Context: an optimization exercise on an open-source flow, tuned for small area. The choices shown serve that exercise and are no tape-out recipe.
In this exercise RTL edits were held to simulation tests only and were not proved equivalent to the original.
Power is estimated from default activity; no workload was simulated.

File: design.v
module wd1797_core (
    input  wire        clk,
    input  wire        rst,           
    input  wire [6:0]  init_track,    
    input  wire        tick,          
    input  wire        rd,
    input  wire        wr,
    input  wire [2:0]  addr,
    input  wire [7:0]  wdata,
    output reg  [7:0]  rdata,
    input  wire        ready_in,      
    output wire [6:0]  med_cyl,
    output wire        med_side,
    output wire [12:0] med_pos,
    input  wire [7:0]  med_byte,
    output wire        intrq,
    output wire        drq,
    output wire        busy,
    output wire        hld,
    output wire        hlt,
    output wire        index_pulse,
    output wire        tg43,
    output wire        dirc,
    output wire        track00
);
    localparam integer TRACK_LEN     = 7500;
    localparam integer SETTLE_T      = 1125;      
    localparam integer E_DELAY_T     = 563;       
    localparam integer HLT_DELAY_T   = 2250;      
    localparam integer HLD_IDLE_T    = 112500;    
    localparam integer DAM_WINDOW    = 43;
    localparam integer WRITE_GAP     = 22;
    localparam integer WRITE_MARK    = 16;
    localparam [4:0] P_IDLE      = 5'd0,
                     P_T1_STEP   = 5'd1,
                     P_T1_SETTLE = 5'd2,
                     P_T1_WAITHLT= 5'd3,
                     P_T1_VERIFY = 5'd4,
                     P_SEC_ID    = 5'd5,
                     P_RS_DAM    = 5'd6,
                     P_RA_SEARCH = 5'd7,
                     P_RS_DATA   = 5'd8,
                     P_RA_XFER   = 5'd9,
                     P_RT_XFER   = 5'd10,
                     P_RS_CRC    = 5'd11,
                     P_X_EDELAY  = 5'd12,
                     P_X_WAITHLT = 5'd13,
                     P_WS_GAP    = 5'd16,
                     P_WS_MARK   = 5'd17,
                     P_WS_DATA   = 5'd18,
                     P_WS_CRC    = 5'd19,
                     P_WT_XFER   = 5'd20;
    function [15:0] crc_step;
        input [15:0] c;
        input [7:0]  d;
        reg [7:0] x;
        begin
            x = c[15:8] ^ d;
            x = x ^ (x >> 4);
            crc_step = {c[7:0], 8'h00} ^ ({8'h00, x} << 12) ^ ({8'h00, x} << 5) ^ {8'h00, x};
        end
    endfunction
    localparam [15:0] CRC_FE = 16'hB230;
    localparam [15:0] CRC_FB = 16'hE295;
    localparam [15:0] CRC_F8 = 16'hD2F6;
    reg [7:0]  tr_q, sr_q, dr_q;
    reg        side_q;
    reg        ready_q;
    reg [4:0]  phase_q;
    reg        layout2_q;
    reg [7:0]  cmd_q;
    reg [3:0]  armed_q;
    reg        nf_q, crc_err_q, lost_q, rtype_q;    
    reg        drq_q, intrq_q;
    reg        hld_q, hlt_q;
    reg [11:0] t_hlt_q;
    reg [16:0] k_q;
    reg        f_q;
    reg        dir_q;
    reg        tg43_q;
    reg [6:0]  cur_trk_q;
    reg        ip_q;
    reg [12:0] rot_ptr_q;
    reg [15:0] crc_q;
    reg [2:0]  zr_q;
    reg [1:0]  sc_q;
    reg        am_found_q;
    reg [7:0]  idb0_q, idb2_q;
    reg        idb1z_q, idb1o_q;
    reg [2:0]  index_count_q;
    reg [7:0]  tr_n, sr_n, dr_n;
    reg        side_n;
    reg        ready_n;
    reg [4:0]  phase_n;
    reg        layout2_n;
    reg [7:0]  cmd_n;
    reg [3:0]  armed_n;
    reg        nf_n, crc_err_n, lost_n, rtype_n;
    reg        drq_n, intrq_n;
    reg        hld_n, hlt_n;
    reg [11:0] t_hlt_n;
    reg [16:0] k_n;
    reg        f_n;
    reg        dir_n;
    reg        tg43_n;
    reg [6:0]  cur_trk_n;
    reg        ip_n;
    reg [12:0] rot_ptr_n;
    reg [15:0] crc_n;
    reg [2:0]  zr_n;
    reg [1:0]  sc_n;
    reg        am_found_n;
    reg [7:0]  idb0_n, idb2_n;
    reg        idb1z_n, idb1o_n;
    reg [2:0]  index_count_n;
    wire       busy_q = (phase_q != P_IDLE);
    wire [1:0] f_rate = cmd_q[1:0];
    wire       f_V    = cmd_q[2];
    wire       f_u    = cmd_q[4];
    wire       f_m    = cmd_q[4];
    wire       f_b    = cmd_q[3];
    wire       f_a0   = cmd_q[0];
    wire c_restore = (cmd_q[6:4] == 3'b000);      
    wire c_seek    = (cmd_q[6:4] == 3'b001);      
    wire c_rsec    = (cmd_q[7:5] == 3'b100);
    wire c_wsec    = (cmd_q[7:5] == 3'b101);
    wire c_raddr   = (cmd_q[7:4] == 4'b1100);
    wire c_rtrk    = (cmd_q[7:4] == 4'b1110);
    wire c_wtrk    = (cmd_q[7:4] == 4'b1111);
    localparam [16:0] K_1 = 17'h00001;
    localparam [16:0] K_15 = 17'h07FFE;
    localparam [16:0] K_21 = 17'h1FF8F;
    localparam [16:0] K_42 = 17'h1C0FF;
    localparam [16:0] K_224 = 17'h0BB2B;
    localparam [16:0] K_449 = 17'h0A829;
    localparam [16:0] K_511 = 17'h0571D;
    localparam [16:0] K_562 = 17'h0EC7C;
    localparam [16:0] K_749 = 17'h06888;
    localparam [16:0] K_1124 = 17'h1B248;
    localparam [16:0] K_7499 = 17'h1E105;
    localparam [16:0] K_112499 = 17'h15800;
    localparam [11:0] H_2249 = 12'hA2E;
    function kat;
        input [16:0] k, m, v;
        kat = ((k & m) == v);
    endfunction
    wire k15   = kat(k_q, 17'h04000, 17'h04000);
    wire k21   = kat(k_q, 17'h10040, 17'h10000);
    wire k42   = kat(k_q, 17'h12400, 17'h10000);
    wire k224  = kat(k_q, 17'h1E000, 17'h0A000);
    wire k449  = kat(k_q, 17'h1F400, 17'h0A000);
    wire k511  = kat(k_q, 17'h1F900, 17'h05100);
    wire k562  = kat(k_q, 17'h1D888, 17'h0C808);
    wire k749  = kat(k_q, 17'h1DA80, 17'h04880);
    wire k1124 = kat(k_q, 17'h1F680, 17'h1B200);
    wire k7499 = kat(k_q, 17'h1BFE0, 17'h1A100);
    wire k0    = kat(k_q, 17'h1BF49, 17'h00000);
    wire [16:0] k_inc  = {k_q[15:0], ~(k_q[16] ^ k_q[13])};
    wire [16:0] cnt    = k_q;                        
    wire [16:0] c_inc  = f_q ? K_1 : k_inc;
    wire        k_last = kat(k_q, 17'h1FEFF, 17'h15800);
    wire        ix0 = !k_q[0];
    wire        ix1 = k_q[0] && !k_q[1];
    wire        ix2 = k_q[1] && !k_q[2];
    wire        ix3 = k_q[2] && !k_q[3];
    wire        ix5 = k_q[4] && !k_q[5];
    reg step_time;
    always @(*) begin
        case (f_rate)
            2'd0: step_time = k224;
            2'd1: step_time = k449;
            2'd2: step_time = k749;
            default: step_time = k1124;
        endcase
        step_time = step_time && !f_q;
    end
    wire [8:0] dmt  = {1'b0, dr_q} - {1'b0, tr_q};
    wire       d_eq = (dmt == 9'd0);
    wire       d_lt = dmt[8];
    wire       d_gt = !d_lt && !d_eq;
    wire       d_one = (dmt == 9'h001) || (dmt == 9'h1FF);
    wire        trk0 = (cur_trk_q == 7'd0);
    wire [7:0] status = layout2_q ?
        {~ready_q, 1'b0, rtype_q, nf_q, crc_err_q, lost_q, drq_q, busy_q} :
        {~ready_q, 1'b0, hld_q & hlt_q, nf_q & ~cmd_q[7], crc_err_q, trk0, ip_q, busy_q};
    always @(*) begin
        case (addr)
            3'd0:    rdata = status;
            3'd1:    rdata = tr_q;
            3'd2:    rdata = sr_q;
            3'd3:    rdata = dr_q;
            default: rdata = 8'h00;
        endcase
    end
    wire        wrap     = ((rot_ptr_q & 13'h1D4B) == 13'h1D4B);    
    wire [12:0] next_ptr = wrap ? 13'd0 : rot_ptr_q + 13'd1;
    assign med_cyl     = cur_trk_q;
    assign med_side    = side_q;
    assign med_pos     = next_ptr;
    assign intrq       = intrq_q;
    assign drq         = drq_q;
    assign busy        = busy_q;
    assign hld         = hld_q;
    assign hlt         = hlt_q;
    assign index_pulse = ip_q;
    assign tg43        = tg43_q;
    assign dirc        = dir_q;
    assign track00     = trk0;
    reg        ie;
    reg [7:0]  b;
    reg [7:0]  v;
    reg        moved;
    reg        det_zero, det_sync;
    reg        id_done, id_ok;
    reg [7:0]  crc_in;
    reg        crc_upd;
    reg        finish;
    reg        up, cur_ok;
    reg [16:0] cnt_n;
    reg        t_zero;          
    always @(*) begin
        tr_n = tr_q; sr_n = sr_q; dr_n = dr_q;
        side_n = side_q; ready_n = ready_q;
        phase_n = phase_q;
        layout2_n = layout2_q; cmd_n = cmd_q;
        armed_n = armed_q;
        nf_n = nf_q; crc_err_n = crc_err_q;
        lost_n = lost_q; rtype_n = rtype_q;
        drq_n = drq_q; intrq_n = intrq_q;
        hld_n = hld_q; hlt_n = hlt_q; t_hlt_n = t_hlt_q;
        k_n = k_q; f_n = f_q;
        dir_n = dir_q; tg43_n = tg43_q; cur_trk_n = cur_trk_q;
        ip_n = ip_q; rot_ptr_n = rot_ptr_q;
        crc_n = crc_q; zr_n = zr_q; sc_n = sc_q; am_found_n = am_found_q;
        idb0_n = idb0_q; idb2_n = idb2_q; idb1z_n = idb1z_q; idb1o_n = idb1o_q;
        index_count_n = index_count_q;
        ie = 1'b0; b = med_byte; v = wdata;
        moved = 1'b0;
        det_zero = 1'b0; det_sync = 1'b0;
        id_done = 1'b0; id_ok = 1'b0;
        crc_in = b; crc_upd = 1'b0;
        finish = 1'b0;
        up = 1'b0; cur_ok = 1'b0;
        cnt_n = cnt;
        t_zero = 1'b0;
        if (wr) begin
            case (addr)
                3'd0: begin
                    if (v[7:4] == 4'hD) begin
                        intrq_n = 1'b0;
                        armed_n = v[3:0];
                        if (busy_q) begin
                            if (v[3:0] == 4'h0 || v[3]) begin
                                phase_n = P_IDLE;
                                drq_n = 1'b0;
                                if (!f_q) k_n = 17'd0;
                            end
                        end else begin
                            layout2_n = 1'b0;
                            drq_n = 1'b0;
                        end
                        if (v[3]) intrq_n = 1'b1;
                    end else if (!busy_q) begin
                        intrq_n = 1'b0;
                        drq_n = 1'b0;
                        nf_n = 1'b0; crc_err_n = 1'b0;
                        lost_n = 1'b0; rtype_n = 1'b0;
                        cmd_n = v;
                        layout2_n = v[7];
                        if (v[7] && !ready_q) begin
                            intrq_n = 1'b1;
                        end else begin
                            f_n = 1'b1;
                            if (!v[7]) begin
                                if (v[3]) begin
                                    if (!hld_q) begin
                                        hld_n = 1'b1; hlt_n = 1'b0; t_hlt_n = 12'd0;
                                    end
                                end else begin
                                    hld_n = 1'b0;
                                end
                                if (v[6:4] == 3'b000) dir_n = 1'b0;
                                else if (v[6:4] == 3'b001) begin
                                    if (d_gt) dir_n = 1'b1;
                                    else if (d_lt) dir_n = 1'b0;
                                end
                                else if (v[6:5] == 2'b10) dir_n = 1'b1;
                                else if (v[6:5] == 2'b11) dir_n = 1'b0;
                                phase_n = P_T1_STEP;
                            end else begin
                                side_n = v[1];
                                if (!hld_q) begin
                                    hld_n = 1'b1; hlt_n = 1'b0; t_hlt_n = 12'd0;
                                end
                                phase_n = v[2] ? P_X_EDELAY : P_X_WAITHLT;
                            end
                        end
                    end
                end
                3'd1: tr_n = v;
                3'd2: sr_n = v;
                3'd3: begin
                    dr_n = v;
                    if (c_wsec || c_wtrk) drq_n = 1'b0;
                end
                3'd4: side_n = v[0];
                default: ;
            endcase
        end else if (rd) begin
            if (addr == 3'd0) intrq_n = 1'b0;
            if (addr == 3'd3 && (c_rsec || c_raddr || c_rtrk))
                drq_n = 1'b0;
        end else if (ready_in != ready_q) begin
            ready_n = ready_in;
            if ((ready_in && armed_q[0]) || (!ready_in && armed_q[1])) begin
                intrq_n = 1'b1;
                if (busy_q) begin
                    phase_n = P_IDLE;
                    drq_n = 1'b0;
                    if (!f_q) k_n = 17'd0;
                end
            end
        end else if (tick) begin
            rot_ptr_n = next_ptr;
            ip_n = wrap;
            ie = wrap;
            if (hld_q && !hlt_q) begin
                if ((t_hlt_q & 12'hFBE) == 12'hA2E) begin
                    hlt_n = 1'b1;
                    t_hlt_n = 12'd0;
                end else begin
                    t_hlt_n = {t_hlt_q[10:0], ~(t_hlt_q[11] ^ t_hlt_q[10] ^ t_hlt_q[9] ^ t_hlt_q[3])};
                end
            end
            tg43_n = (tr_q > 8'd43);
            if (ie && armed_q[2]) begin
                intrq_n = 1'b1;
                if (busy_q) begin
                    phase_n = P_IDLE;
                    drq_n = 1'b0;
                    t_zero = !f_q;
                end
            end else if (busy_q) begin
                det_zero = (b == 8'h00);
                det_sync = (b == 8'hA1) && zr_q[2] && zr_q[1] && (sc_q != 2'd3);
                case (phase_q)
                    P_T1_STEP: begin
                        up = c_seek ? d_gt : dir_q;
                        cur_ok = up ? (c_seek ? (cur_trk_q < 7'd79) : (cur_trk_q != 7'd79)) : !trk0;
                        if (c_restore ? !trk0 : c_seek ? !d_eq : 1'b1) begin
                            if (step_time) begin
                                cnt_n = 17'd0;
                                dir_n = up;
                                if (cur_ok) cur_trk_n = up ? cur_trk_q + 7'd1 : cur_trk_q - 7'd1;
                                if (c_seek || (!c_restore && f_u && cur_ok))
                                    tr_n = up ? tr_q + 8'd1 : tr_q - 8'd1;
                            end else begin
                                cnt_n = c_inc;
                            end
                        end
                        if (c_restore) begin
                            moved = trk0 || (step_time && cur_trk_q == 7'd1);
                            if (moved) tr_n = 8'd0;
                        end else if (c_seek) begin
                            moved = d_eq || (step_time && d_one);
                        end else begin
                            moved = step_time;
                        end
                        if (moved) begin
                            if (f_V) begin
                                if (!hld_q) begin
                                    hld_n = 1'b1; hlt_n = 1'b0; t_hlt_n = 12'd0;
                                end
                                cnt_n = 17'd0;
                                phase_n = P_T1_SETTLE;
                            end else begin
                                finish = 1'b1;
                            end
                        end
                    end
                    P_T1_SETTLE: begin
                        if (k1124) begin
                            phase_n = P_T1_WAITHLT;
                        end else begin
                            cnt_n = c_inc;
                        end
                    end
                    P_T1_WAITHLT: begin
                        if (hlt_n) begin
                            zr_n = 3'd0; sc_n = 2'd0; am_found_n = 1'b0;
                            index_count_n = 3'd0;
                            phase_n = P_T1_VERIFY;
                        end
                    end
                    P_T1_VERIFY, P_SEC_ID: begin
                        if (!am_found_q) begin
                            if (det_zero) begin
                                zr_n = (zr_q == 3'd7) ? zr_q : zr_q + 3'd1;
                                sc_n = 2'd0;
                            end else if (det_sync) begin
                                sc_n = sc_q + 2'd1;
                            end else begin
                                zr_n = 3'd0; sc_n = 2'd0;
                                if (b == 8'hFE && sc_q == 2'd3) begin
                                    am_found_n = 1'b1;
                                    cnt_n = 17'd0;
                                    crc_n = CRC_FE;
                                end
                            end
                        end else begin
                            cnt_n = c_inc;
                            if (ix0) idb0_n = b;
                            if (ix1) begin idb1z_n = (b == 8'h00); idb1o_n = (b == 8'h01); end
                            if (ix2) idb2_n = b;
                            if (ix3) begin
                                idb1z_n = idb1z_q && (f_b ? (b[1:0] == 2'd2) : (b[1:0] == 2'd1));
                                idb1o_n = idb1o_q && (f_b ? (b[1:0] == 2'd2) : (b[1:0] == 2'd1));
                            end
                            if (!ix5) crc_upd = 1'b1;
                            if (ix5) begin
                                am_found_n = 1'b0;
                                id_done = 1'b1;
                                id_ok = (crc_q == {b, 8'h00});
                            end
                        end
                        if (phase_q == P_T1_VERIFY) begin
                            if (id_done && idb0_q == tr_q) begin
                                if (id_ok) begin
                                    finish = 1'b1;
                                    moved = 1'b1;
                                end else begin
                                    crc_err_n = 1'b1;
                                end
                            end
                        end else begin
                            if (id_done && idb0_q == tr_q && (side_q ? idb1o_q : idb1z_q) &&
                                idb2_q == sr_q) begin
                                if (id_ok) begin
                                    cnt_n = 17'd0;
                                    if (c_rsec) begin
                                        zr_n = 3'd0; sc_n = 2'd0;
                                        phase_n = P_RS_DAM;
                                    end else begin
                                        drq_n = 1'b1;
                                        phase_n = P_WS_GAP;
                                    end
                                    moved = 1'b1;
                                end else begin
                                    crc_err_n = 1'b1;
                                end
                            end
                        end
                    end
                    P_RS_DAM: begin
                        cnt_n = c_inc;
                        if (det_zero) begin
                            zr_n = (zr_q == 3'd7) ? zr_q : zr_q + 3'd1;
                            sc_n = 2'd0;
                        end else if (det_sync) begin
                            sc_n = sc_q + 2'd1;
                        end else begin
                            zr_n = 3'd0; sc_n = 2'd0;
                        end
                        if (!det_zero && !det_sync && sc_q == 2'd3 &&
                            (b == 8'hFB || b == 8'hF8)) begin
                            rtype_n = (b == 8'hF8);
                            crc_n = (b == 8'hF8) ? CRC_F8 : CRC_FB;
                            cnt_n = 17'd0;
                            phase_n = P_RS_DATA;
                            moved = 1'b1;
                        end else if (k42) begin
                            am_found_n = 1'b0;
                            zr_n = 3'd0; sc_n = 2'd0;
                            phase_n = P_SEC_ID;
                            moved = 1'b1;
                        end
                    end
                    P_RS_DATA: begin
                        if (drq_q) lost_n = 1'b1;
                        dr_n = b;
                        drq_n = 1'b1;
                        crc_upd = 1'b1;
                        cnt_n = c_inc;
                        if (k511) begin
                            cnt_n = 17'd0;
                            phase_n = P_RS_CRC;
                        end
                    end
                    P_RS_CRC: begin
                        cnt_n = c_inc;
                        if (!cnt[0]) begin
                            crc_upd = 1'b1;
                        end else begin
                            if (crc_q != {b, 8'h00}) begin
                                crc_err_n = 1'b1;
                                finish = 1'b1;
                            end else if (f_m && sr_q < 8'd9) begin
                                sr_n = sr_q + 8'd1;
                                zr_n = 3'd0; sc_n = 2'd0; am_found_n = 1'b0;
                                index_count_n = 3'd0;
                                phase_n = P_SEC_ID;
                            end else begin
                                finish = 1'b1;
                            end
                        end
                    end
                    P_WS_GAP: begin
                        cnt_n = c_inc;
                        if (k21) begin
                            if (drq_q) begin
                                lost_n = 1'b1;
                                drq_n = 1'b0;
                                finish = 1'b1;
                            end else begin
                                cnt_n = 17'd0;
                                phase_n = P_WS_MARK;
                            end
                        end
                    end
                    P_WS_MARK: begin
                        cnt_n = c_inc;
                        if (k15) begin
                            crc_n = f_a0 ? CRC_F8 : CRC_FB;
                            cnt_n = 17'd0;
                            phase_n = P_WS_DATA;
                        end
                    end
                    P_WS_DATA: begin
                        if (drq_q) begin
                            lost_n = 1'b1;
                            crc_in = 8'h00;
                        end else begin
                            crc_in = dr_q;
                        end
                        crc_upd = 1'b1;
                        cnt_n = c_inc;
                        if (!k511) begin
                            drq_n = 1'b1;
                        end else begin
                            drq_n = 1'b0;
                            cnt_n = 17'd0;
                            phase_n = P_WS_CRC;
                        end
                    end
                    P_WS_CRC: begin
                        cnt_n = c_inc;
                        if (cnt[0]) begin
                            if (f_m && sr_q < 8'd9) begin
                                sr_n = sr_q + 8'd1;
                                zr_n = 3'd0; sc_n = 2'd0; am_found_n = 1'b0;
                                index_count_n = 3'd0;
                                phase_n = P_SEC_ID;
                            end else begin
                                finish = 1'b1;
                            end
                        end
                    end
                    P_X_EDELAY: begin
                        if (!f_q && k562) begin
                            phase_n = P_X_WAITHLT;
                        end else begin
                            cnt_n = c_inc;
                        end
                    end
                    P_X_WAITHLT: begin
                        if (hlt_n) begin
                            cnt_n = 17'd0;
                            if (c_rsec || c_wsec) begin
                                zr_n = 3'd0; sc_n = 2'd0; am_found_n = 1'b0;
                                index_count_n = 3'd0;
                                phase_n = P_SEC_ID;
                            end else if (c_raddr) begin
                                zr_n = 3'd0; sc_n = 2'd0; am_found_n = 1'b0;
                                index_count_n = 3'd0;
                                phase_n = P_RA_SEARCH;
                            end else if (c_rtrk) begin
                                phase_n = P_RT_XFER;
                            end else begin
                                drq_n = 1'b1;
                                phase_n = P_WT_XFER;
                            end
                        end
                    end
                    P_RA_SEARCH: begin
                        if (det_zero) begin
                            zr_n = (zr_q == 3'd7) ? zr_q : zr_q + 3'd1;
                            sc_n = 2'd0;
                        end else if (det_sync) begin
                            sc_n = sc_q + 2'd1;
                        end else begin
                            zr_n = 3'd0; sc_n = 2'd0;
                            if (b == 8'hFE && sc_q == 2'd3) begin
                                crc_n = CRC_FE;
                                cnt_n = 17'd0;
                                phase_n = P_RA_XFER;
                                moved = 1'b1;
                            end
                        end
                    end
                    P_RA_XFER: begin
                        if (drq_q) lost_n = 1'b1;
                        dr_n = b;
                        drq_n = 1'b1;
                        if (ix0) idb0_n = b;
                        cnt_n = c_inc;
                        if (!ix5) crc_upd = 1'b1;
                        if (ix5) begin
                            if (crc_q != {b, 8'h00}) crc_err_n = 1'b1;
                            sr_n = idb0_q;
                            finish = 1'b1;
                        end
                    end
                    P_RT_XFER: begin
                        if (drq_q) lost_n = 1'b1;
                        dr_n = b;
                        drq_n = 1'b1;
                        cnt_n = c_inc;
                        if (k7499) finish = 1'b1;
                    end
                    P_WT_XFER: begin
                        if (k0 && drq_q) begin
                            lost_n = 1'b1;
                            drq_n = 1'b0;
                            finish = 1'b1;
                        end else begin
                            if (drq_q) lost_n = 1'b1;
                            cnt_n = c_inc;
                            if (!k7499) begin
                                drq_n = 1'b1;
                            end else begin
                                drq_n = 1'b0;
                                finish = 1'b1;
                            end
                        end
                    end
                    default: ;
                endcase
                if (crc_upd) crc_n = crc_step(crc_q, crc_in);
                if ((phase_q == P_T1_VERIFY || phase_q == P_SEC_ID ||
                     phase_q == P_RS_DAM || phase_q == P_RA_SEARCH) && !moved && ie) begin
                    index_count_n = index_count_q + 3'd1;
                    if (index_count_q == 3'd4) begin
                        nf_n = 1'b1;
                        finish = 1'b1;
                    end
                end
                if (finish) begin
                    phase_n = P_IDLE;
                    intrq_n = 1'b1;
                    t_zero = 1'b1;
                end
            end
            f_n = 1'b0;
            if (phase_n != P_IDLE) begin
                k_n = cnt_n;
            end else if (t_zero) begin
                k_n = {16'd0, hld_n};
            end else if (hld_n) begin
                if (k_last) begin
                    hld_n = 1'b0;
                    k_n = 17'd0;
                end else begin
                    k_n = k_inc;
                end
            end
        end
    end
    always @(posedge clk) begin
        if (rst) begin
            tr_q <= 8'd0; sr_q <= 8'd0; dr_q <= 8'd0;
            side_q <= 1'b0;
            ready_q <= ready_in;
            phase_q <= P_IDLE;
            layout2_q <= 1'b0;
            armed_q <= 4'd0;
            nf_q <= 1'b0; crc_err_q <= 1'b0;
            lost_q <= 1'b0; rtype_q <= 1'b0;
            drq_q <= 1'b0; intrq_q <= 1'b0;
            hld_q <= 1'b0; hlt_q <= 1'b0;
            k_q <= 17'd0;
            dir_q <= 1'b0; tg43_q <= 1'b0;
            cur_trk_q <= init_track;
            ip_q <= 1'b0;
            rot_ptr_q <= 13'd0;
            cmd_q <= 8'd0; t_hlt_q <= 12'd0; f_q <= 1'b0; crc_q <= 16'd0; zr_q <= 3'd0; sc_q <= 2'd0; am_found_q <= 1'b0;
            idb0_q <= 8'd0; idb2_q <= 8'd0; idb1z_q <= 1'b0; idb1o_q <= 1'b0;  index_count_q <= 3'd0;
        end else begin
            cmd_q <= cmd_n;
            t_hlt_q <= t_hlt_n;
            f_q <= f_n;
            crc_q <= crc_n; zr_q <= zr_n; sc_q <= sc_n; am_found_q <= am_found_n;
            idb0_q <= idb0_n; idb2_q <= idb2_n; idb1z_q <= idb1z_n; idb1o_q <= idb1o_n;
            index_count_q <= index_count_n;
            tr_q <= tr_n; sr_q <= sr_n; dr_q <= dr_n;
            side_q <= side_n;
            ready_q <= ready_n;
            phase_q <= phase_n;
            layout2_q <= layout2_n;
            armed_q <= armed_n;
            nf_q <= nf_n; crc_err_q <= crc_err_n;
            lost_q <= lost_n; rtype_q <= rtype_n;
            drq_q <= drq_n; intrq_q <= intrq_n;
            hld_q <= hld_n; hlt_q <= hlt_n;
            k_q <= k_n;
            dir_q <= dir_n; tg43_q <= tg43_n;
            cur_trk_q <= cur_trk_n;
            ip_q <= ip_n;
            rot_ptr_q <= rot_ptr_n;
        end
    end
endmodule
File: flow/run.sh
#!/bin/bash
# Standard ORFS flow with three changes:
#  1. the combinational logic of the standard synthesis is re-mapped for area
#     by ABC (flow/resyn.tcl); registers stay the very same cell instances;
#  2. ports are buffered with the smallest buffer (buf_1);
#  3. CTS does not add dummy loads to the clock tree.
set -euo pipefail
R=orfs/results/${FLOW_PLATFORM}/wd1797_core/base
bash standard.sh synth > 1_standard_synth.log 2>&1
cp $R/1_2_yosys.v standard_synth.v
RESYN_IN=$PWD/standard_synth.v RESYN_OUT=$PWD/$R/1_2_yosys.v \
RESYN_SCRIPT=$PWD/flow/area.abc RESYN_STUBS=$PWD/flow/seq_stubs.v \
  yosys -c flow/resyn.tcl > 2_resyn_yosys.log 2>&1
rm -f $R/1_synth.odb $R/1_synth.sdc
bash standard.sh \
  BUFFER_PORTS_ARGS="-buffer_cell sky130_fd_sc_hd__buf_1" \
  CTS_ARGS="-sink_clustering_enable -repair_clock_nets -dont_use_dummy_load" \
  finish > 3_standard_finish.log 2>&1
File: flow/area.abc
strash
&get -n
&st
&dch -f
&nf -R 1000
&put
mfs2 -a
strash
&get -n
&st
&dch -f
&nf -R 1000
&put
File: flow/resyn.tcl
# Re-map the combinational logic of the standard synthesis netlist for area.
# Flip-flops stay the very same cell instances (same names, same cell types).
yosys -import
set lib $::env(FLOW_HOME)/platforms/sky130hd/lib/sky130_fd_sc_hd__tt_025C_1v80.lib
set in  $::env(RESYN_IN)
set out $::env(RESYN_OUT)
set script $::env(RESYN_SCRIPT)
set seq {sky130_fd_sc_hd__dfxtp_1 sky130_fd_sc_hd__dfxtp_2 sky130_fd_sc_hd__dfxtp_4 sky130_fd_sc_hd__edfxtp_1}
# every sequential cell of the netlist must be one of the stubbed ones
foreach c [split [exec grep -o {sky130_fd_sc_hd__[a-z0-9_]*} $in | sort -u] "\n"] {
  if {[regexp {__(df|edf|dl|sdf|sedf)} $c] && [lsearch $seq $c] < 0} { error "unexpected sequential cell $c" }
}
read_liberty -ignore_miss_func $lib
foreach c $seq { delete $c }
read_verilog -lib $::env(RESYN_STUBS)
read_verilog $in
hierarchy -top $::env(FLOW_TOP)
flatten -noscopeinfo
# the cell models' internal wire names must not name nets of the design
yosys rename -hide w:*.*
opt_clean -purge
abc -script $script -liberty $lib -dont_use *lpflow* -dont_use *probe*
opt_clean -purge
# swap the cell models for plain liberty blackboxes before checking/writing
delete sky130_fd_sc_hd__*
read_liberty -lib $lib
hilomap -singleton -hicell sky130_fd_sc_hd__conb_1 HI -locell sky130_fd_sc_hd__conb_1 LO
insbuf -buf sky130_fd_sc_hd__buf_4 A X
splitnets
opt_clean -purge
stat -liberty $lib
check -assert
write_verilog -noattr -nohex -nodec $out
File: flow/seq_stubs.v
(* blackbox *) module sky130_fd_sc_hd__dfxtp_1 (input CLK, input D, output Q); endmodule
(* blackbox *) module sky130_fd_sc_hd__dfxtp_2 (input CLK, input D, output Q); endmodule
(* blackbox *) module sky130_fd_sc_hd__dfxtp_4 (input CLK, input D, output Q); endmodule
(* blackbox *) module sky130_fd_sc_hd__edfxtp_1 (input CLK, input D, input DE, output Q); endmodule
File: standard.sh
#!/bin/bash
# synth_recipe.tcl (not shown) runs the flow's synth.tcl, then flattens the netlist and writes it again
# the make line also repeats each setting of config.mk as NAME=value (left out here)
make -C /OpenROAD-flow-scripts/flow DESIGN_CONFIG=/design/flow/config.mk WORK_HOME=/design/flow/orfs CLKGATE_MAP_FILE= SYNTH_SCRIPT=/design/flow/synth_recipe.tcl "${@:-finish}"
File: config.mk
export PLATFORM = sky130hd
export DESIGN_NAME = wd1797_core
export DESIGN_NICKNAME = wd1797_core
export VERILOG_FILES = /design/flow/design.v
export SDC_FILE = /design/flow/constraint.sdc
export NUM_CORES = 4
export LEC_CHECK = 0
export CAP_MARGIN = 20
export CORE_MARGIN = 2
export CORE_UTILIZATION = 40
export SLEW_MARGIN = 20
File: constraint.sdc
create_clock -name core_clock -period 10.0 [get_ports {clk}]
set_input_delay 2.0000 -clock core_clock [delete_from_list [all_inputs] [get_ports {clk}]]
set_output_delay 2.0000 -clock core_clock [all_outputs]
set_load 0.01 [all_outputs]
==> flow_summary.html, run 1 <==
<table>
<tr><th>Metric</th><th>Value</th></tr>
<tr><th colspan="2">Status</th></tr>
<tr><td>Run status</td><td>finished clean</td></tr>
<tr><th colspan="2">STA</th></tr>
<tr><td>Setup violation total in the final timing report</td><td>0</td></tr>
<tr><td>Setup clock skew after layout</td><td>21.2 ps</td></tr>
<tr><td>Setup tns final</td><td>0 ps</td></tr>
<tr><td>Worst hold slack across all endpoints</td><td>473 ps</td></tr>
<tr><td>Number of hold violations in the final report</td><td>0</td></tr>
<tr><td>Unrepaired setup endpoints after global routing</td><td>false</td></tr>
<tr><td>Period Utilization, post-route</td><td>0.549</td></tr>
<tr><td>Final period demand of the worst path</td><td>~5500 ps</td></tr>
<tr><td>Tightest Pin Transition</td><td>875 ps</td></tr>
<tr><td>Slew Limit Headroom</td><td>0.415</td></tr>
<tr><td>Max Clock Freq</td><td>182 MHz</td></tr>
<tr><td>Number of pins exceeding their max-slew limit in the final report</td><td>0</td></tr>
<tr><th colspan="2">Placement</th></tr>
<tr><td># port buffers</td><td>69</td></tr>
<tr><td>Routability Congestion</td><td>approximately 1</td></tr>
<tr><td>Cell count after placement</td><td>1641</td></tr>
<tr><td>Final HPWL DP</td><td>approximately 26 mm</td></tr>
<tr><th colspan="2">Cells and area</th></tr>
<tr><td>Diodes inserted</td><td>0</td></tr>
<tr><td>Count of nets after finishing</td><td>1380</td></tr>
<tr><td>Final instance count without filler cells</td><td>1659</td></tr>
<tr><td>Share of the core filled with cells</td><td>0.462</td></tr>
<tr><td>Fraction of final layout cells with drive strength greater than 1</td><td>0.0267</td></tr>
<tr><td>Area Growth Syn to Fin</td><td>12.9%</td></tr>
<tr><th colspan="2">Worst setup path</th></tr>
<tr><td>Critical-path cell list</td><td>buf_1, nor3_1, a32oi_1, o21ai_0, buf_1</td></tr>
<tr><td>Type of the worst setup path</td><td>input pin to output pin</td></tr>
<tr><td>Biggest cell delay along the critical path</td><td>roughly 670 ps</td></tr>
<tr><td>Required @ worst endpoint</td><td>approximately 8000 ps</td></tr>
<tr><td>Number of gates on the worst path with buffers counted</td><td>5</td></tr>
<tr><td>Cell depth of the worst flop-to-flop path</td><td>24</td></tr>
<tr><td>Arrival time at the worst endpoint</td><td>between 3000 and 4000 ps</td></tr>
<tr><td>Cell family contributing the most delay on the critical path</td><td>simple AND/OR/NAND/NOR gates</td></tr>
<tr><td>Critical path buffer and inverter count</td><td>2</td></tr>
<tr><td>Most frequent cell on the critical path</td><td>buf_1</td></tr>
<tr><td>Critical-path maximum fanout</td><td>14</td></tr>
<tr><td>Capturing element type of the critical path</td><td>output pin</td></tr>
<tr><td>Worst Setup Start Kind</td><td>input pin</td></tr>
<tr><td>Cell at the slowest stage of the critical path</td><td>nor3_1</td></tr>
<tr><th colspan="2">Clock network</th></tr>
<tr><td>H-tree level count</td><td>4</td></tr>
<tr><td>Post-CTS Repair Setup Buffers</td><td>0</td></tr>
<tr><td>CTS tree</td><td>done</td></tr>
<tr><td>Inserted Clock Buffers</td><td>17</td></tr>
<tr><td>Clock tree root buffer cell</td><td>clkbuf_16</td></tr>
<tr><td># hold bufs at CTS</td><td>0</td></tr>
<tr><td>Maximum root-to-sink buffer count</td><td>2</td></tr>
<tr><td>Post-cts sizing count</td><td>0</td></tr>
<tr><td>Number of sinks on the clock net</td><td>~150</td></tr>
<tr><td>Clk latency of the worst-skew pair</td><td>approximately 430 ps</td></tr>
<tr><td>Clk pin slew, worst setup/hold paths</td><td>50 ps</td></tr>
<tr><th colspan="2">Die</th></tr>
<tr><td>I/O pins</td><td>70</td></tr>
<tr><td>Placement row count</td><td>between 50 and 60</td></tr>
<tr><td>Core region area</td><td>approximately 23000 um^2</td></tr>
<tr><td>Overall die area</td><td>roughly 25000 um^2</td></tr>
<tr><td>Floorplan die height</td><td>~160 um</td></tr>
<tr><td>Overall die width</td><td>between 150 and 200 um</td></tr>
<tr><td>Effective utilization at floorplan</td><td>0.409</td></tr>
<tr><th colspan="2">Route</th></tr>
<tr><td>Post-DRT Antenna Nets</td><td>0</td></tr>
<tr><td>Remaining design rule violation count</td><td>0</td></tr>
<tr><td>Pre-antenna DRT Iters</td><td>7</td></tr>
<tr><td>First-iteration detailed-routing DRC count</td><td>990</td></tr>
<tr><td>WL final</td><td>between 30 and 40 mm</td></tr>
<tr><td>Detailed-route wire length per cell</td><td>around 21 um</td></tr>
<tr><td>Vias</td><td>10.2k</td></tr>
<tr><td>Via density per instance</td><td>between 6 and 7</td></tr>
<tr><th colspan="2">Global route</th></tr>
<tr><td>Wire length of the first global-routing pass</td><td>between 50 and 60 mm</td></tr>
<tr><td>Total routing usage reported by global routing</td><td>0.280</td></tr>
<tr><td>Maximum number of pins on one net before global-route repair</td><td>71</td></tr>
<tr><td>Number of global-route vias before repair</td><td>approximately 9.5k</td></tr>
<tr><td>Remaining global-route overflow</td><td>0</td></tr>
<tr><td>Antenna violations before repair</td><td>0</td></tr>
<tr><th colspan="2">Power and ir drop</th></tr>
<tr><td>Power per Cell Area</td><td>125 nW/um^2</td></tr>
<tr><td>Worst VDD drop</td><td>0.0893 mV</td></tr>
<tr><td>Cell leakage power</td><td>3.69 nW</td></tr>
<tr><th colspan="2">Logic synthesis</th></tr>
<tr><td>Yosys Warn Count</td><td>1</td></tr>
<tr><td>Synthesized instance count</td><td>about 1.2k</td></tr>
<tr><td>Syn_nets</td><td>approximately 1.3k</td></tr>
<tr><td>Cell area after synthesis</td><td>a little over 9000 um^2</td></tr>
<tr><td>Average footprint of a synthesized cell</td><td>7.49 um^2</td></tr>
<tr><th colspan="2">Hold path</th></tr>
<tr><td>Worst min-delay path class</td><td>flop to flop</td></tr>
<tr><td>Cells on Worst Hold Path</td><td>1</td></tr>
<tr><th colspan="2">Run</th></tr>
<tr><td>Max capacitance violation total</td><td>0</td></tr>
</table>
-- cell usage in the layout, fill, tap and decap left out, types with 5 or more instances in the layout --
cell and instances:
nor2_1 181, nand2_1 155, dfxtp_1 139, a21oi_1 112, o21ai_0 87, buf_1 68
nor3_1 58, xnor2_1 47, nand3_1 42, a22oi_1 41, xor2_1 36, mux2i_1 29
a22o_1 26, nand2b_1 22, nor4_1 21, nor2b_1 21, clkinv_1 19, clkbuf_16 17
and3_1 16, nand4_1 15, buf_4 15, a31oi_1 13, a311oi_1 13, o22ai_1 11
and2_0 10, a211oi_1 10, o21a_1 9, o211ai_1 8, edfxtp_1 8, a221oi_1 7
o31ai_1 7, or4_1 7, nand4b_1 6, or2_0 6, a21o_1 5
-- worst reg2reg max path, delay by kind of cell (launching register included) --
kind	cells	cell delay, ps
AOI/OAI and AO/OA	9	1750
DFF	1	590
adders and majority gates	2	780
and+or+nand+nor	11	1690
xor gates and xnor gates	2	420
-- where the power goes --
group	total [mW]	internal (mW)	switching, mW
Combinational	0.173	0.0571	0.116
Sequential	0.621	0.601	0.0203
Clock	0.519	0.294	0.225
-- per-stage QoR --
step                      total power [mW]  worst slack (ps)  instance area, um^2
final                                 1.31              4510                10500
after detailed placement             0.802              4510                10100
after global placement               0.801              4530                10100
after CTS                             1.32              4520                10500
after global routing                  1.36              4040                10500
after floorplan                      0.733              4420                 9320
-- flip-flops by register name, indices dropped and copies added, names as in the netlist, 3 cells and up --
register and flops:
armed_q 3, cmd_q 8, crc_q 16, cur_trk_q 7
dr_q 8, idb0_q 8, idb2_q 8, index_count_q 3
k_q 17, phase_q 5, rot_ptr_q 13, sr_q 8
t_hlt_q 12, tr_q 8, zr_q 3
-- final timing paths --
kind                               from  endpoint  slack (ps)
worst min register to register     nf_q      nf_q         470
worst max register to register  tr_q[0]   tr_q[6]        4690
worst min-delay path               nf_q      nf_q         470
worst max-delay path            addr[2]  rdata[4]        4510
-- per-layer routing --
layer | up-vias | part of all wire | track usage | routed length, um
met4 | 0 | 0.027 | 0.0944 | 931
met2 | 454 | 0.46 | 0.454 | 15700
met5 | - | 0 | 0 | 0
met1 | 4872 | 0.44 | 0.382 | 15100
met3 | 74 | 0.077 | 0.0415 | 2630
li1 | 4845 | - | - | -
-- layout make-up --
type | instances | area [um^2]
multi-input cells | 1078 | 6230
well taps | 313 | 392
clock buffers | 17 | 425
repair buffers | 85 | 383
flip-flops and latches | 147 | 3020
fillers | 2385 | 12300
inverters | 19 | 71.3
==> run 2: changes to the inputs <==
--- a/flow/resyn.tcl
+++ b/flow/resyn.tcl
@@ -8,7 +8,7 @@
 set seq {sky130_fd_sc_hd__dfxtp_1 sky130_fd_sc_hd__dfxtp_2 sky130_fd_sc_hd__dfxtp_4 sky130_fd_sc_hd__edfxtp_1}
 # every sequential cell of the netlist must be one of the stubbed ones
 foreach c [split [exec grep -o {sky130_fd_sc_hd__[a-z0-9_]*} $in | sort -u] "\n"] {
-  if {[regexp {__(df|edf|dl|sdf|sedf)} $c] && [lsearch $seq $c] < 0} { error "unexpected sequential cell $c" }
+  if {[regexp {__(df[a-z]*p|edf[a-z]*|dl[xr][a-z]*|dlclkp|sdf[a-z]*|sedf[a-z]*)_} $c] && [lsearch $seq $c] < 0} { error "unexpected sequential cell $c" }
 }
 read_liberty -ignore_miss_func $lib
 foreach c $seq { delete $c }
==> flow_summary.html, run 2 <==
<table>
<tr><th>Metric</th><th>Value</th></tr>
<tr><th colspan="2">Status</th></tr>
<tr><td>Run status</td><td>finished clean</td></tr>
<tr><th colspan="2">Clock network</th></tr>
<tr><td>Clock tree root buffer cell</td><td>clkbuf_16</td></tr>
<tr><td>Number of sinks on the clock net</td><td>147</td></tr>
<tr><td># hold bufs at CTS</td><td>0</td></tr>
<tr><td>Clk pin slew, worst setup/hold paths</td><td>around 50 ps</td></tr>
<tr><td>H-tree level count</td><td>4</td></tr>
<tr><td>Clk latency of the worst-skew pair</td><td>430 ps</td></tr>
<tr><td>Post-CTS Repair Setup Buffers</td><td>0</td></tr>
<tr><td>Inserted Clock Buffers</td><td>17</td></tr>
<tr><td>CTS tree</td><td>done</td></tr>
<tr><td>Maximum root-to-sink buffer count</td><td>2</td></tr>
<tr><td>Post-cts sizing count</td><td>0</td></tr>
<tr><th colspan="2">Cells and area</th></tr>
<tr><td>Most common library cell in the layout ignoring fill and taps</td><td>nor2_1</td></tr>
<tr><td>Leading registers by flop count</td><td>k_q x17, crc_q x16, rot_ptr_q x13</td></tr>
<tr><td>Most flop-heavy register</td><td>k_q</td></tr>
<tr><td>Share of the core filled with cells</td><td>0.462</td></tr>
<tr><td>Fraction of final layout cells with drive strength greater than 1</td><td>0.0267</td></tr>
<tr><td>Area Growth Syn to Fin</td><td>12.9%</td></tr>
<tr><td>Number of flip-flops under the largest register name</td><td>17</td></tr>
<tr><td>Count of nets after finishing</td><td>about 1.4k</td></tr>
<tr><td># fillers</td><td>2385</td></tr>
<tr><td>FF+latch area</td><td>approximately 3000 um^2</td></tr>
<tr><td>Diodes inserted</td><td>0</td></tr>
<tr><td>Most frequent cells in the layout</td><td>181 x nor2_1, 155 x nand2_1, 139 x dfxtp_1</td></tr>
<tr><td>Area used by multi-input combinational logic</td><td>6230 um^2</td></tr>
<tr><th colspan="2">Route</th></tr>
<tr><td>Remaining design rule violation count</td><td>0</td></tr>
<tr><td>Detailed-route wire length per cell</td><td>20.7 um</td></tr>
<tr><td>First-iteration detailed-routing DRC count</td><td>between 900 and 1k</td></tr>
<tr><td>WL final</td><td>about 34 mm</td></tr>
<tr><td>Via density per instance</td><td>slightly above 6</td></tr>
<tr><td>Pre-antenna DRT Iters</td><td>7</td></tr>
<tr><td>Post-DRT Antenna Nets</td><td>0</td></tr>
<tr><td>Vias</td><td>roughly 10k</td></tr>
<tr><th colspan="2">STA</th></tr>
<tr><td>Unrepaired setup endpoints after global routing</td><td>false</td></tr>
<tr><td>Setup tns final</td><td>0 ps</td></tr>
<tr><td>Number of pins exceeding their max-slew limit in the final report</td><td>0</td></tr>
<tr><td>Tightest Pin Transition</td><td>roughly 880 ps</td></tr>
<tr><td>Setup clock skew after layout</td><td>around 21 ps</td></tr>
<tr><td>Setup violation total in the final timing report</td><td>0</td></tr>
<tr><td>Final period demand of the worst path</td><td>around 5500 ps</td></tr>
<tr><td>Post-route worst setup slack</td><td>approximately 4500 ps</td></tr>
<tr><td>Max Clock Freq</td><td>182 MHz</td></tr>
<tr><td>Number of hold violations in the final report</td><td>0</td></tr>
<tr><td>Period Utilization, post-route</td><td>0.549</td></tr>
<tr><td>Slew Limit Headroom</td><td>0.415</td></tr>
<tr><th colspan="2">Die</th></tr>
<tr><td>I/O pins</td><td>70</td></tr>
<tr><td>Floorplan die height</td><td>157 um</td></tr>
<tr><td>Overall die area</td><td>24500 um^2</td></tr>
<tr><td>Effective utilization at floorplan</td><td>0.409</td></tr>
<tr><td>Overall die width</td><td>about 160 um</td></tr>
<tr><td>Core region area</td><td>approximately 23000 um^2</td></tr>
<tr><td>Placement row count</td><td>55</td></tr>
<tr><th colspan="2">Global route</th></tr>
<tr><td>Total routing usage reported by global routing</td><td>0.280</td></tr>
<tr><td>Maximum number of pins on one net before global-route repair</td><td>71</td></tr>
<tr><td>Antenna violations before repair</td><td>0</td></tr>
<tr><td>Wire length of the first global-routing pass</td><td>between 50 and 60 mm</td></tr>
<tr><td>Remaining global-route overflow</td><td>0</td></tr>
<tr><td>Number of global-route vias before repair</td><td>approximately 9.5k</td></tr>
<tr><th colspan="2">Hold path</th></tr>
<tr><td>Terminating pin of the worst hold path</td><td>nf_q</td></tr>
<tr><td>Cells on Worst Hold Path</td><td>1</td></tr>
<tr><td>Worst min-delay path class</td><td>flop to flop</td></tr>
<tr><td>Worst hold path startpoint</td><td>nf_q</td></tr>
<tr><th colspan="2">Placement</th></tr>
<tr><td>Place WS</td><td>4510 ps</td></tr>
<tr><td>Routability Congestion</td><td>1.01</td></tr>
<tr><td># port buffers</td><td>69</td></tr>
<tr><td>Final HPWL DP</td><td>between 20 and 30 mm</td></tr>
<tr><th colspan="2">Worst setup path</th></tr>
<tr><td>Start point of the critical path</td><td>addr[2]</td></tr>
<tr><td>Critical path buffer and inverter count</td><td>2</td></tr>
<tr><td>Required @ worst endpoint</td><td>approximately 8000 ps</td></tr>
<tr><td>Capturing element type of the critical path</td><td>output pin</td></tr>
<tr><td>Cell depth of the worst flop-to-flop path</td><td>24</td></tr>
<tr><td>Type of the worst setup path</td><td>input pin to output pin</td></tr>
<tr><td>Critical-path cell list</td><td>buf_1, nor3_1, a32oi_1, o21ai_0, buf_1</td></tr>
<tr><td>Minimum setup slack among reg-to-reg paths</td><td>approximately 4700 ps</td></tr>
<tr><td>Critical-path maximum fanout</td><td>14</td></tr>
<tr><td>Worst r2r dst</td><td>tr_q[6]</td></tr>
<tr><td>Biggest cell delay along the critical path</td><td>670 ps</td></tr>
<tr><td>Arrival time at the worst endpoint</td><td>between 3000 and 4000 ps</td></tr>
<tr><td>Launch instance of the worst register-to-register path</td><td>tr_q[0]</td></tr>
<tr><td>Cell at the slowest stage of the critical path</td><td>nor3_1</td></tr>
<tr><td>Worst Setup Start Kind</td><td>input pin</td></tr>
<tr><td>Most frequent cell on the critical path</td><td>buf_1</td></tr>
<tr><td>Cell family contributing the most delay on the critical path</td><td>simple AND/OR/NAND/NOR gates</td></tr>
<tr><th colspan="2">Run</th></tr>
<tr><td>Max capacitance violation total</td><td>0</td></tr>
<tr><th colspan="2">Logic synthesis</th></tr>
<tr><td>Cell area after synthesis</td><td>roughly 9300 um^2</td></tr>
<tr><td>Yosys Warn Count</td><td>1</td></tr>
<tr><td>Synthesized instance count</td><td>between 1k and 1.5k</td></tr>
<tr><td>Syn_nets</td><td>1277</td></tr>
<tr><td>Average footprint of a synthesized cell</td><td>7.49 um^2</td></tr>
<tr><th colspan="2">Power and ir drop</th></tr>
<tr><td>Cell leakage power</td><td>roughly 3.7 nW</td></tr>
<tr><td>Worst VDD drop</td><td>~0.089 mV</td></tr>
<tr><td>Power per Cell Area</td><td>around 120 nW/um^2</td></tr>
</table>
## run 2: routing by layer
layer  vias to the layer above  share of wire  global-route usage
met5                         -              0                   0
met3                        74          0.077              0.0415
li1                       4845              -                   -
met1                      4872           0.44               0.382
met4                         0          0.027              0.0944
met2                       454           0.46               0.454
## run 2: metrics by stage
step / hold WS, ps / total power [mW] / std cells / instance area (um^2)
finish: 473 / 1.31 / 1659 / 10500
global route: 502 / 1.36 / 1659 / 10500
CTS: 476 / 1.32 / 1658 / 10500
detailed placement: 464 / 0.802 / 1641 / 10100
global placement: 458 / 0.801 / 1641 / 10100
floorplan: 439 / 0.733 / 1245 / 9320
## run 2: final cells by class
type | count | share of cell area
multi-input combinational | 1078 | 0.592
sequential | 147 | 0.287
clock buffer | 17 | 0.0404
tap | 313 | 0.0372
timing repair buffer | 85 | 0.0364
inverter | 19 | 0.00678
## run 2: worst max path at each step
stage / end / cells after the start / slack (ps)
6_report: rdata[4] / 5 / 4510
5_1_grt: tr_q[6] / 27 / 4040
4_1_cts: rdata[4] / 5 / 4520
3_5_place_dp: rdata[4] / 5 / 4510
3_3_place_gp: rdata[4] / 5 / 4530
2_1_floorplan: tr_q[6] / 24 / 4420
## run 2: where the power goes
| group | total [mW] | switching, mW | internal (mW) |
|---|---|---|---|
| Combinational | 0.173 | 0.116 | 0.0571 |
| Clock | 0.519 | 0.225 | 0.294 |
| Sequential | 0.621 | 0.0203 | 0.601 |
==> run 3: changes to the inputs <==
==> flow/run.sh (replaced) <==
#!/bin/bash
# Standard ORFS flow with three changes:
#  1. the combinational logic of the standard synthesis is re-synthesized and re-mapped for area
#     by ABC (flow/resyn.tcl); registers stay the very same cell instances;
#  2. ports are buffered with the smallest buffer (buf_1);
#  3. CTS does not add dummy loads to the clock tree and uses smaller clock buffers.
set -euo pipefail
R=orfs/results/${FLOW_PLATFORM}/wd1797_core/base
bash standard.sh synth > 1_standard_synth.log 2>&1
cp $R/1_2_yosys.v standard_synth.v
RESYN_IN=$PWD/standard_synth.v RESYN_OUT=$PWD/$R/1_2_yosys.v \
RESYN_SCRIPT=$PWD/flow/area.abc RESYN_STUBS=$PWD/flow/seq_stubs.v \
  yosys -c flow/resyn.tcl > 2_resyn_yosys.log 2>&1
rm -f $R/1_synth.odb $R/1_synth.sdc
bash standard.sh \
  BUFFER_PORTS_ARGS="-buffer_cell sky130_fd_sc_hd__buf_1" \
  CTS_ARGS="-sink_clustering_enable -repair_clock_nets -dont_use_dummy_load -buf_list sky130_fd_sc_hd__clkbuf_8" \
  finish > 3_standard_finish.log 2>&1
==> flow/area.abc (replaced) <==
strash
&get -n
&deepsyn -T 300
&dch -f
&nf -R 1000
&put
mfs2 -a
strash
&get -n
&st
&dch -f
&nf -R 1000
&put
==> flow_summary.html, run 3 <==
<table>
<tr><th>Metric</th><th>Value</th></tr>
<tr><th colspan="2">STA</th></tr>
<tr><td>Number of hold violations in the final report</td><td>0</td></tr>
<tr><td>Unrepaired setup endpoints after global routing</td><td>false</td></tr>
<tr><td>Slew Limit Headroom</td><td>0.323</td></tr>
<tr><td>Post-route worst setup slack</td><td>4160 ps</td></tr>
<tr><td>Setup violation total in the final timing report</td><td>0</td></tr>
<tr><td>Number of pins exceeding their max-slew limit in the final report</td><td>0</td></tr>
<tr><td>Tightest Pin Transition</td><td>991 ps</td></tr>
<tr><td>Final period demand of the worst path</td><td>5840 ps</td></tr>
<tr><td>Setup clock skew after layout</td><td>32.6 ps</td></tr>
<tr><td>Max Clock Freq</td><td>171 MHz</td></tr>
<tr><td>Period Utilization, post-route</td><td>0.584</td></tr>
<tr><td>Setup tns final</td><td>0 ps</td></tr>
<tr><th colspan="2">Power and ir drop</th></tr>
<tr><td>Share of total power in sequential cells</td><td>0.560</td></tr>
<tr><td>Switching pwr</td><td>0.306 mW</td></tr>
<tr><td>Cell leakage power</td><td>approximately 3.2 nW</td></tr>
<tr><td>Clock network fraction of design power</td><td>0.321</td></tr>
<tr><td>Worst VDD drop</td><td>0.0848 mV</td></tr>
<tr><td>Logic pwr share</td><td>0.119</td></tr>
<tr><td>Switching share of total power</td><td>0.278</td></tr>
<tr><td>Int Power</td><td>0.793 mW</td></tr>
<tr><td>Power per Cell Area</td><td>120 nW/um^2</td></tr>
<tr><th colspan="2">Logic synthesis</th></tr>
<tr><td>Cell area after synthesis</td><td>a little over 8000 um^2</td></tr>
<tr><td>Yosys Warn Count</td><td>1</td></tr>
<tr><td>Syn_nets</td><td>1067</td></tr>
<tr><td>Synthesized instance count</td><td>around 1.0k</td></tr>
<tr><td>Average footprint of a synthesized cell</td><td>about 7.9 um^2</td></tr>
<tr><th colspan="2">Clock network</th></tr>
<tr><td>Number of sinks on the clock net</td><td>~150</td></tr>
<tr><td>Post-CTS Repair Setup Buffers</td><td>0</td></tr>
<tr><td>Clk latency of the worst-skew pair</td><td>about 470 ps</td></tr>
<tr><td>Clock tree root buffer cell</td><td>clkbuf_8</td></tr>
<tr><td># hold bufs at CTS</td><td>0</td></tr>
<tr><td>Clk pin slew, worst setup/hold paths</td><td>around 60 ps</td></tr>
<tr><td>Post-cts sizing count</td><td>0</td></tr>
<tr><td>CTS tree</td><td>done</td></tr>
<tr><td>Inserted Clock Buffers</td><td>17</td></tr>
<tr><td>H-tree level count</td><td>4</td></tr>
<tr><td>Maximum root-to-sink buffer count</td><td>2</td></tr>
<tr><th colspan="2">Run</th></tr>
<tr><td>Max capacitance violation total</td><td>0</td></tr>
<tr><th colspan="2">Worst setup path</th></tr>
<tr><td>Worst Setup Start Kind</td><td>input pin</td></tr>
<tr><td>Required @ worst endpoint</td><td>about 8000 ps</td></tr>
<tr><td>Minimum setup slack among reg-to-reg paths</td><td>roughly 5300 ps</td></tr>
<tr><td>Critical-path maximum fanout</td><td>8</td></tr>
<tr><td>Arrival time at the worst endpoint</td><td>~3800 ps</td></tr>
<tr><td>Type of the worst setup path</td><td>input pin to output pin</td></tr>
<tr><td>Capturing element type of the critical path</td><td>output pin</td></tr>
<tr><th colspan="2">Route</th></tr>
<tr><td>Post-DRT Antenna Nets</td><td>0</td></tr>
<tr><td>First-iteration detailed-routing DRC count</td><td>around 850</td></tr>
<tr><td>Vias</td><td>8629</td></tr>
<tr><td>Via density per instance</td><td>around 6.1</td></tr>
<tr><td>Detailed-route wire length per cell</td><td>about 20 um</td></tr>
<tr><td>Remaining design rule violation count</td><td>0</td></tr>
<tr><td>WL final</td><td>approximately 29 mm</td></tr>
<tr><td>Pre-antenna DRT Iters</td><td>7</td></tr>
<tr><th colspan="2">Cells and area</th></tr>
<tr><td>Final design instance area without fill</td><td>9160 um^2</td></tr>
<tr><td>Count of nets after finishing</td><td>approximately 1.2k</td></tr>
<tr><td>Leading registers by flop count</td><td>k_q x17, crc_q x16, rot_ptr_q x13</td></tr>
<tr><td>Area Growth Syn to Fin</td><td>11.5%</td></tr>
<tr><td>Most frequent cells in the layout</td><td>139 x dfxtp_1, 120 x nand2_1, 111 x nor2_1</td></tr>
<tr><td>Number of flip-flops under the largest register name</td><td>17</td></tr>
<tr><td>Most flop-heavy register</td><td>k_q</td></tr>
<tr><td>Diodes inserted</td><td>0</td></tr>
<tr><td>Fraction of final layout cells with drive strength greater than 1</td><td>0.0308</td></tr>
<tr><td>Most common library cell in the layout ignoring fill and taps</td><td>dfxtp_1</td></tr>
<tr><td># fillers</td><td>2064</td></tr>
<tr><th colspan="2">Global route</th></tr>
<tr><td>Maximum number of pins on one net before global-route repair</td><td>between 50 and 60</td></tr>
<tr><td>Total routing usage reported by global routing</td><td>0.261</td></tr>
<tr><td>Wire length of the first global-routing pass</td><td>between 40 and 50 mm</td></tr>
<tr><td>Number of global-route vias before repair</td><td>between 7k and 8k</td></tr>
<tr><td>Remaining global-route overflow</td><td>0</td></tr>
<tr><td>Antenna violations before repair</td><td>0</td></tr>
<tr><th colspan="2">Status</th></tr>
<tr><td>Run status</td><td>finished clean</td></tr>
<tr><th colspan="2">Die</th></tr>
<tr><td>Floorplan die height</td><td>around 150 um</td></tr>
<tr><td>Placement row count</td><td>52</td></tr>
<tr><td>I/O pins</td><td>70</td></tr>
<tr><td>Effective utilization at floorplan</td><td>0.407</td></tr>
<tr><td>Core region area</td><td>~20000 um^2</td></tr>
<tr><td>Overall die width</td><td>approximately 150 um</td></tr>
<tr><td>Overall die area</td><td>approximately 22000 um^2</td></tr>
<tr><th colspan="2">Hold path</th></tr>
<tr><td>Worst min-delay path class</td><td>flop to flop</td></tr>
<tr><th colspan="2">Placement</th></tr>
<tr><td>Final HPWL DP</td><td>roughly 21 mm</td></tr>
<tr><td>Place WS</td><td>4230 ps</td></tr>
<tr><td>Area after detailed placement</td><td>around 8900 um^2</td></tr>
<tr><td>Routability Congestion</td><td>between 0.9 and 1</td></tr>
<tr><td># port buffers</td><td>69</td></tr>
</table>
-- run 3: changes by cell type in the layout (fill, tap and decap cells not counted), moves of 17 or more --
cell / before / now
nor2_1: 181 / 111
clkbuf_16: 17 / 0
a22o_1: 26 / 73
nand2_1: 155 / 120
o21ai_0: 87 / 69
a22oi_1: 41 / 23
a21oi_1: 112 / 70
clkbuf_8: 0 / 17
mux2i_1: 29 / 2
-- run 3: final timing paths --
check           from          to  cells past startpoint
max          addr[1]    rdata[3]                      5
max reg2reg  tr_q[0]  t_hlt_q[1]                     20
min reg2reg  idb1z_q     idb1z_q                      2
min          idb1z_q     idb1z_q                      2
-- run 3: layout make-up --
cell class                      instances  area [um^2]  area share
Tap cell                              270          338      0.0369
Timing Repair Buffer                   85          380      0.0415
Sequential cell                       147         3020       0.330
Multi-Input combinational cell        854         5060       0.552
Clock buffer                           17          234      0.0255
Inverter                               33          124      0.0135
-- run 3: critical path, stage by stage --
cell and delay [ps]:
buf_1 220, or2_0 410, o22ai_1 130, a2111oi_0 850
buf_1 230
-- run 3: stage by stage --
step | power (mW) | std cells | hold slack [ps] | util
floorplan | 0.700 | 1035 | 425 | -
global placement | 0.755 | 1389 | 449 | 0.442
detailed placement | 0.755 | 1389 | 454 | 0.442
CTS | 1.10 | 1406 | 463 | 0.454
global route | 1.14 | 1406 | 487 | 0.454
finish | 1.10 | 1406 | 463 | 0.454
-- run 3: power groups by stage --
stage | sequential [mW] | combinational [mW] | clock, mW
5_1_grt | 0.616 | 0.142 | 0.379
3_5_place_dp | 0.628 | 0.127 | 0
2_1_floorplan | 0.624 | 0.0763 | 0
4_1_cts | 0.615 | 0.127 | 0.359
3_3_place_gp | 0.628 | 0.127 | 0
6_report | 0.615 | 0.130 | 0.353
-- run 3: routing by layer --
metal,track usage,vias up,share of wire
li1,-,4107,-
met1,0.373,4121,0.46
met2,0.404,357,0.45
met3,0.0525,44,0.073
met4,0.0649,0,0.017
met5,0,-,0

-- what the ideal ports hide --
Ports are ideal in the flow. The routed layouts listed here were re-timed in OpenROAD. Step 1 sets driving cells, clkbuf_16 on the clock port and buf_2 on the other inputs (assumed; they add their load-dependent delay and slew). Step 2 moves the port delays by t, midway between the first and last clock arrival at a register: inputs arrive t later, outputs are due t later. That takes back most of the time a late clock gives input paths. Slacks: no drivers / after step 1 / after step 2; pairs: no drivers / after step 1.
run | t, ns | setup slack, ns | hold slack, ns | worst slew at a driven data input, ns | cell pins on the clock port's net
run 1 | 0.467 | 4.513 / 4.492 / 4.310 | 0.473 / 0.473 / 0.473 | 0.05 | 1
run 2 | 0.467 | 4.513 / 4.492 / 4.310 | 0.473 / 0.473 / 0.473 | 0.05 | 1
run 3 | 0.498 | 4.163 / 4.124 / 4.124 | 0.463 / 0.463 / 0.463 | 0.05 | 1
After both steps every run listed still meets setup and hold.
